Source: an optimization exercise on an open RTL-to-GDS flow (aim: small area, a short achievable clock period and few clock cycles). Production flows keep margins and buffers that such runs may drop. RTL that was checked went through simulation tests only; none was proved equivalent to the original. Power figures rest on the tool's default switching activity, not on a simulated workload.

==> flow/design.v <==
module dai_line_decoder (
    input  wire        clk,
    input  wire        rst,
    input  wire        in_valid,
    output wire        in_ready,
    input  wire [7:0]  in_data,
    input  wire        in_last,
    output wire        px_valid,
    input  wire        px_ready,
    output wire [31:0] px_data,
    output wire        st_valid,
    input  wire        st_ready,
    output wire [8:0]  st_rows,
    output wire        st_brk,
    output wire [1:0]  st_fault,
    output wire [15:0] st_creg,
    output wire [3:0]  st_prevbg,
    output wire [15:0] st_unknown,
    output wire [15:0] st_text,
    output wire [15:0] st_unread
);
    localparam [8:0] ROW_CAP = 9'd260;
    localparam [8:0] BRK_AT  = 9'd212;
    localparam [1:0] F_NONE  = 2'd0;
    localparam [1:0] F_SHORT = 2'd1;    
    localparam [1:0] F_WIDTH = 2'd2;    
    localparam [2:0] S_CTRL  = 3'd0;
    localparam [2:0] S_COL   = 3'd1;
    localparam [2:0] S_PAY   = 3'd2;
    localparam [2:0] S_DRAIN = 3'd3;
    localparam [2:0] S_STAT  = 3'd4;
    localparam [2:0] S_CLR   = 3'd5;
    reg        f0_v, f1_v;
    reg [8:0]  f0, f1;           
    wire       pop;
    wire       push = in_valid && !f1_v;
    assign in_ready = !f1_v;
    always @(posedge clk) begin
        if (rst) begin
            f0_v <= 1'b0;
            f1_v <= 1'b0;
        end else if (pop) begin
            if (f1_v) begin
                f0   <= f1;
                f1_v <= 1'b0;
            end else begin
                f0   <= {in_last, in_data};
                f0_v <= push;
            end
        end else if (!f0_v) begin
            f0   <= {in_last, in_data};
            f0_v <= push;
        end else if (push) begin
            f1   <= {in_last, in_data};
            f1_v <= 1'b1;
        end
    end
    wire       h_v  = f0_v;
    wire [7:0] h    = f0[7:0];
    wire       hl   = f0[8];
    reg [2:0]  state;
    reg [7:0]  ctrl_r;
    reg [7:0]  col_r;
    reg [7:0]  pcnt;         
    reg [7:0]  hi_r;         
    reg        pay_nz;       
    reg [3:0]  creg [0:3];
    reg [8:0]  rows;
    reg        brk;
    reg [1:0]  fault;
    reg [15:0] n_unknown;
    reg [15:0] n_text;
    reg [15:0] n_unread;
    wire [1:0] disp = ctrl_r[7:6];
    wire [1:0] res  = ctrl_r[5:4];
    wire [3:0] rep  = ctrl_r[3:0];
    wire       nuc  = col_r[6];
    wire       is_gfx = nuc && !disp[0];
    wire       is_row = is_gfx && (res != 2'd3);
    wire       c_nuc = h[6];
    wire       c_unknown = c_nuc && disp[0] && (res != 2'd3);
    reg  [7:0] c_plast;      
    always @(*) begin
        if (!c_nuc)
            c_plast = 8'd1;
        else if (!disp[0])
            case (res)
                2'd0:    c_plast = 8'd21;
                2'd1:    c_plast = 8'd43;
                2'd2:    c_plast = 8'd87;
                default: c_plast = 8'd131;
            endcase
        else
            c_plast = 8'd131;
    end
    reg  [7:0] plast;
    reg [703:0] ring;                      
    wire [15:0] r_head = ring[15:0];
    wire [15:0] r_tail = ring[703:688];
    reg  [2:0]  pend;        
    reg         pact;        
    reg  [3:0]  reps;        
    reg  [5:0]  bidx;        
    reg         g16;         
    reg  [1:0]  gres;        
    reg  [3:0]  pbr;         
    reg  [3:0]  pbs;         
    reg         pxv_r;
    reg  [31:0] pxd_r;
    wire out_free = !pxv_r || px_ready;
    wire gen_idle = !pact && (reps == 4'd0);
    wire first_e  = pact && out_free;
    wire rep_e    = !pact && (reps != 4'd0) && out_free;
    wire beat_e   = first_e || rep_e;
    wire [2:0] p_m = (res == 2'd2) ? 3'd1 : (res == 2'd1) ? 3'd2 : 3'd4;
    wire at_row  = (state == S_PAY) && is_row;
    wire pay_lo  = pcnt[0];
    wire row_go  = at_row && h_v && (pay_lo ? (!pact || ((pend == 3'd1) && first_e))
                                            : ((pcnt != 8'd0) || gen_idle));
    wire lo_take = row_go && pay_lo;
    wire        sh_dup = first_e && (pend != 3'd1);
    wire        sh     = lo_take || sh_dup || rep_e;
    wire [15:0] tail_in = lo_take ? {hi_r, h} : (sh_dup ? r_tail : r_head);
    always @(posedge clk)
        if (sh) ring <= {tail_in, ring[703:16]};
    wire [15:0] src = pact ? r_tail : r_head;
    wire [7:0]  shi = src[15:8];
    wire [7:0]  slo = src[7:0];
    wire [3:0]  fg  = slo[7:4];
    wire [3:0]  bg  = slo[3:0];
    reg  [3:0]  pix [0:7];    
    integer i;
    always @(*) begin
        for (i = 0; i < 8; i = i + 1) begin
            if (g16) begin
                if (shi[7-i])
                    pix[i] = fg;
                else if (i != 0 && (shi >> (8 - i)) != 8'd0)
                    pix[i] = bg;
                else
                    pix[i] = pbr;
            end else begin
                pix[i] = creg[{shi[7-i], slo[7-i]}];
            end
        end
    end
    wire [1:0] q = bidx[1:0];
    reg  [31:0] word;
    always @(*) begin
        case (gres)
            2'd2: word = {pix[7], pix[6], pix[5], pix[4],
                          pix[3], pix[2], pix[1], pix[0]};
            2'd1: word = q[0] ? {pix[7], pix[7], pix[6], pix[6],
                                 pix[5], pix[5], pix[4], pix[4]}
                              : {pix[3], pix[3], pix[2], pix[2],
                                 pix[1], pix[1], pix[0], pix[0]};
            default:
                case (q)
                    2'd0: word = {{4{pix[1]}}, {4{pix[0]}}};
                    2'd1: word = {{4{pix[3]}}, {4{pix[2]}}};
                    2'd2: word = {{4{pix[5]}}, {4{pix[4]}}};
                    default: word = {{4{pix[7]}}, {4{pix[6]}}};
                endcase
        endcase
    end
    wire pair_end = (gres == 2'd2) || ((gres == 2'd1) ? q[0] : (q == 2'd3));
    wire row_end  = (bidx == 6'd43);
    assign px_valid = pxv_r;
    assign px_data  = pxd_r;
    always @(posedge clk) begin
        if (out_free)
            pxd_r <= word;
    end
    wire [15:0] hdr = {ctrl_r, col_r};
    wire        last_pay = (pcnt == plast);
    wire [8:0]  room  = ROW_CAP - rows;
    wire [8:0]  want  = {5'd0, rep} + 9'd1;
    wire [8:0]  ncopy = (want < room) ? want : room;
    reg  [4:0]  ncopy_r;     
    reg         cap_r;       
    reg  st_v_r;
    assign st_valid = st_v_r;
    wire st_fire = st_v_r && st_ready;
    assign pop = h_v && ((state == S_CTRL) || (state == S_COL) ||
                         (state == S_DRAIN) ||
                         ((state == S_PAY) && (!is_row || row_go)));
    assign st_rows    = rows;
    assign st_brk     = brk;
    assign st_fault   = fault;
    assign st_creg    = {creg[3], creg[2], creg[1], creg[0]};
    assign st_prevbg  = pbr;
    assign st_unknown = n_unknown;
    assign st_text    = n_text;
    assign st_unread  = n_unread;
    always @(posedge clk) begin
        if (rst) begin
            state     <= S_CTRL;
            pcnt      <= 8'd0;
            pay_nz    <= 1'b0;
            creg[0]   <= 4'd1;
            creg[1]   <= 4'd9;
            creg[2]   <= 4'd12;
            creg[3]   <= 4'd15;
            rows      <= 9'd0;
            brk       <= 1'b0;
            fault     <= F_NONE;
            n_unknown <= 16'd0;
            n_text    <= 16'd0;
            n_unread  <= 16'd0;
            pend      <= 3'd0;
            pact      <= 1'b0;
            reps      <= 4'd0;
            bidx      <= 6'd0;
            pbr       <= 4'd0;
            pxv_r     <= 1'b0;
            st_v_r    <= 1'b0;
        end else begin
            st_v_r <= (state == S_STAT) && !st_fire && gen_idle && !pxv_r;
            if (beat_e) begin
                pxv_r <= 1'b1;
                bidx  <= row_end ? 6'd0 : bidx + 6'd1;
                if (first_e)
                    pend <= pend - 3'd1;
                if (first_e)
                    pact <= (pend != 3'd1);
                if (rep_e && row_end)
                    reps <= reps - 4'd1;
                if (row_end && (first_e ? (reps != 4'd0) : (reps != 4'd1)))
                    pbr <= pbs;
                else if (pair_end && g16 && (shi != 8'd0))
                    pbr <= bg;
            end else if (px_ready) begin
                pxv_r <= 1'b0;
            end
            case (state)
                S_CTRL: if (h_v) begin
                    ctrl_r <= h;
                    if (hl) begin
                        fault <= F_SHORT;
                        state <= S_STAT;
                    end else begin
                        state <= S_COL;
                    end
                end
                S_COL: if (h_v) begin
                    col_r  <= h;
                    plast  <= c_plast;
                    ncopy_r <= ncopy[4:0];
                    cap_r   <= (want >= room);
                    pcnt   <= 8'd0;
                    pay_nz <= 1'b0;
                    if (c_unknown) begin
                        n_unknown <= n_unknown + 16'd1;
                        state <= hl ? S_STAT : S_CTRL;
                    end else if (hl) begin
                        fault <= F_SHORT;
                        state <= S_STAT;
                    end else begin
                        state <= S_PAY;
                    end
                end
                S_PAY: if (pop) begin
                    pcnt <= pcnt + 8'd1;
                    if (h != 8'd0)
                        pay_nz <= 1'b1;
                    if (is_row) begin
                        if (!pay_lo)
                            hi_r <= h;
                        if (pcnt == 8'd0) begin
                            if (!disp[1] && col_r[7] && !brk)
                                creg[col_r[5:4]] <= col_r[3:0];
                            pbs  <= pbr;
                            g16  <= disp[1];
                            gres <= res;
                        end
                        if (pay_lo)
                            pend <= p_m;
                        if (pay_lo)
                            pact <= 1'b1;
                    end
                    if (last_pay) begin
                        if (is_gfx) begin
                            if (!is_row) begin
                                fault <= F_WIDTH;
                                state <= hl ? S_STAT : S_DRAIN;
                            end else begin
                                rows  <= rows + {4'd0, ncopy_r};
                                reps  <= ncopy_r[3:0] - 4'd1;
                                state <= hl ? S_STAT : cap_r ? S_DRAIN : S_CTRL;
                            end
                        end else begin
                            if (ctrl_r == 8'h7A)
                                n_text <= n_text + 16'd1;
                            else if (hdr == 16'h3088 && rows == BRK_AT && !brk)
                                brk <= 1'b1;
                            else if (hdr == 16'h3088 && brk)
                                ;    
                            else if (hdr == 16'h0000 || hdr == 16'hFFFF)
                                ;    
                            else if (!nuc && !pay_nz && h == 8'd0)
                                ;    
                            else
                                n_unknown <= n_unknown + 16'd1;
                            state <= hl ? S_STAT :
                                     (rows == ROW_CAP) ? S_DRAIN : S_CTRL;
                        end
                    end else if (hl) begin
                        fault <= F_SHORT;
                        state <= S_STAT;
                    end
                end
                S_DRAIN: if (h_v) begin
                    n_unread <= n_unread + 16'd1;
                    if (hl)
                        state <= S_STAT;
                end
                S_STAT: if (st_fire)
                    state <= S_CLR;
                S_CLR: begin
                    creg[0]   <= 4'd1;
                    creg[1]   <= 4'd9;
                    creg[2]   <= 4'd12;
                    creg[3]   <= 4'd15;
                    pbr       <= 4'd0;
                    rows      <= 9'd0;
                    brk       <= 1'b0;
                    fault     <= F_NONE;
                    n_unknown <= 16'd0;
                    n_text    <= 16'd0;
                    n_unread  <= 16'd0;
                    bidx      <= 6'd0;
                    state     <= S_CTRL;
                end
                default: state <= S_CTRL;
            endcase
        end
    end
endmodule
make LEC_CHECK=0 CAP_MARGIN=20 CORE_MARGIN=2 CORE_UTILIZATION=50 PLACE_DENSITY=0.6 SETUP_SLACK_MARGIN=4.6 SLEW_MARGIN=20 finish   # period 7.5 ns
run.sh (not shown) runs the stock make flow with config.mk's settings and CLKGATE_MAP_FILE= SYNTH_SCRIPT=/design/flow/synth_recipe.tcl, a recipe that flattens the netlist after the stock synthesis.
Testbench counts at the start, summed over its fixed seeds: cycles 490,151.
Change:
--- a/flow/design.v
+++ b/flow/design.v
@@ -98,7 +98,6 @@
     wire [15:0] r_head = ring[15:0];
     wire [15:0] r_tail = ring[703:688];
     reg  [2:0]  pend;        
-    reg         pact;        
     reg  [3:0]  reps;        
     reg  [5:0]  bidx;        
     reg         g16;         
@@ -108,14 +107,14 @@
     reg         pxv_r;
     reg  [31:0] pxd_r;
     wire out_free = !pxv_r || px_ready;
-    wire gen_idle = !pact && (reps == 4'd0);
-    wire first_e  = pact && out_free;
-    wire rep_e    = !pact && (reps != 4'd0) && out_free;
+    wire gen_idle = (pend == 3'd0) && (reps == 4'd0);
+    wire first_e  = (pend != 3'd0) && out_free;
+    wire rep_e    = (pend == 3'd0) && (reps != 4'd0) && out_free;
     wire beat_e   = first_e || rep_e;
     wire [2:0] p_m = (res == 2'd2) ? 3'd1 : (res == 2'd1) ? 3'd2 : 3'd4;
     wire at_row  = (state == S_PAY) && is_row;
     wire pay_lo  = pcnt[0];
-    wire row_go  = at_row && h_v && (pay_lo ? (!pact || ((pend == 3'd1) && first_e))
+    wire row_go  = at_row && h_v && (pay_lo ? ((pend == 3'd0) || ((pend == 3'd1) && first_e))
                                             : ((pcnt != 8'd0) || gen_idle));
     wire lo_take = row_go && pay_lo;
     wire        sh_dup = first_e && (pend != 3'd1);
@@ -123,7 +122,7 @@
     wire [15:0] tail_in = lo_take ? {hi_r, h} : (sh_dup ? r_tail : r_head);
     always @(posedge clk)
         if (sh) ring <= {tail_in, ring[703:16]};
-    wire [15:0] src = pact ? r_tail : r_head;
+    wire [15:0] src = (pend != 3'd0) ? r_tail : r_head;
     wire [7:0]  shi = src[15:8];
     wire [7:0]  slo = src[7:0];
     wire [3:0]  fg  = slo[7:4];
@@ -208,7 +207,6 @@
             n_text    <= 16'd0;
             n_unread  <= 16'd0;
             pend      <= 3'd0;
-            pact      <= 1'b0;
             reps      <= 4'd0;
             bidx      <= 6'd0;
             pbr       <= 4'd0;
@@ -221,8 +219,6 @@
                 bidx  <= row_end ? 6'd0 : bidx + 6'd1;
                 if (first_e)
                     pend <= pend - 3'd1;
-                if (first_e)
-                    pact <= (pend != 3'd1);
                 if (rep_e && row_end)
                     reps <= reps - 4'd1;
                 if (row_end && (first_e ? (reps != 4'd0) : (reps != 4'd1)))
@@ -275,8 +271,6 @@
                         end
                         if (pay_lo)
                             pend <= p_m;
-                        if (pay_lo)
-                            pact <= 1'b1;
                     end
                     if (last_pay) begin
                         if (is_gfx) begin
Effect: Total power climbs by well over a third. Global-route usage climbs by 3.3 points. Worst hold slack barely changes. Die area climbs slightly. First-iteration DRC count climbs by about a fifth. Worst setup slack loses 0.23 ns. Final area climbs by a few percent. Via count climbs by roughly a tenth.
For the second run of this note, only the layout was checked, not whether the RTL still works.

separate check: timing with driven ports:
How much do the figures lean on ideal ports? The routed layouts below were timed once more, with nothing changed but the port constraints. Step 1, drivers: a clkbuf_16 drives clk and a buf_2 each remaining input, both assumed. Step 2 times the ports against the registers' clock, not the clock port: input delays grow and output delays shrink by t, the midpoint of the rising clock arrivals with the driver on. Slacks: ideal ports / drivers / drivers and shift; pairs: ideal ports / drivers.
run | t, ns | setup WS [ns] | worst hold slack (ns) | worst data-port slew with drivers (ns) | pins driven straight from the clock port
the first run | 0.700 | 4.635 / 4.582 / 4.045 | 0.401 / 0.401 / 0.401 | 0.09 | 1
the second run | 0.704 | 4.405 / 4.405 / 3.923 | 0.401 / 0.401 / 0.401 | 0.06 | 1
After both steps setup and hold are still met in every run listed. For the first run, which loses most, drivers alone change the setup slack by -0.053 ns; drivers and shift together by -0.590 ns.
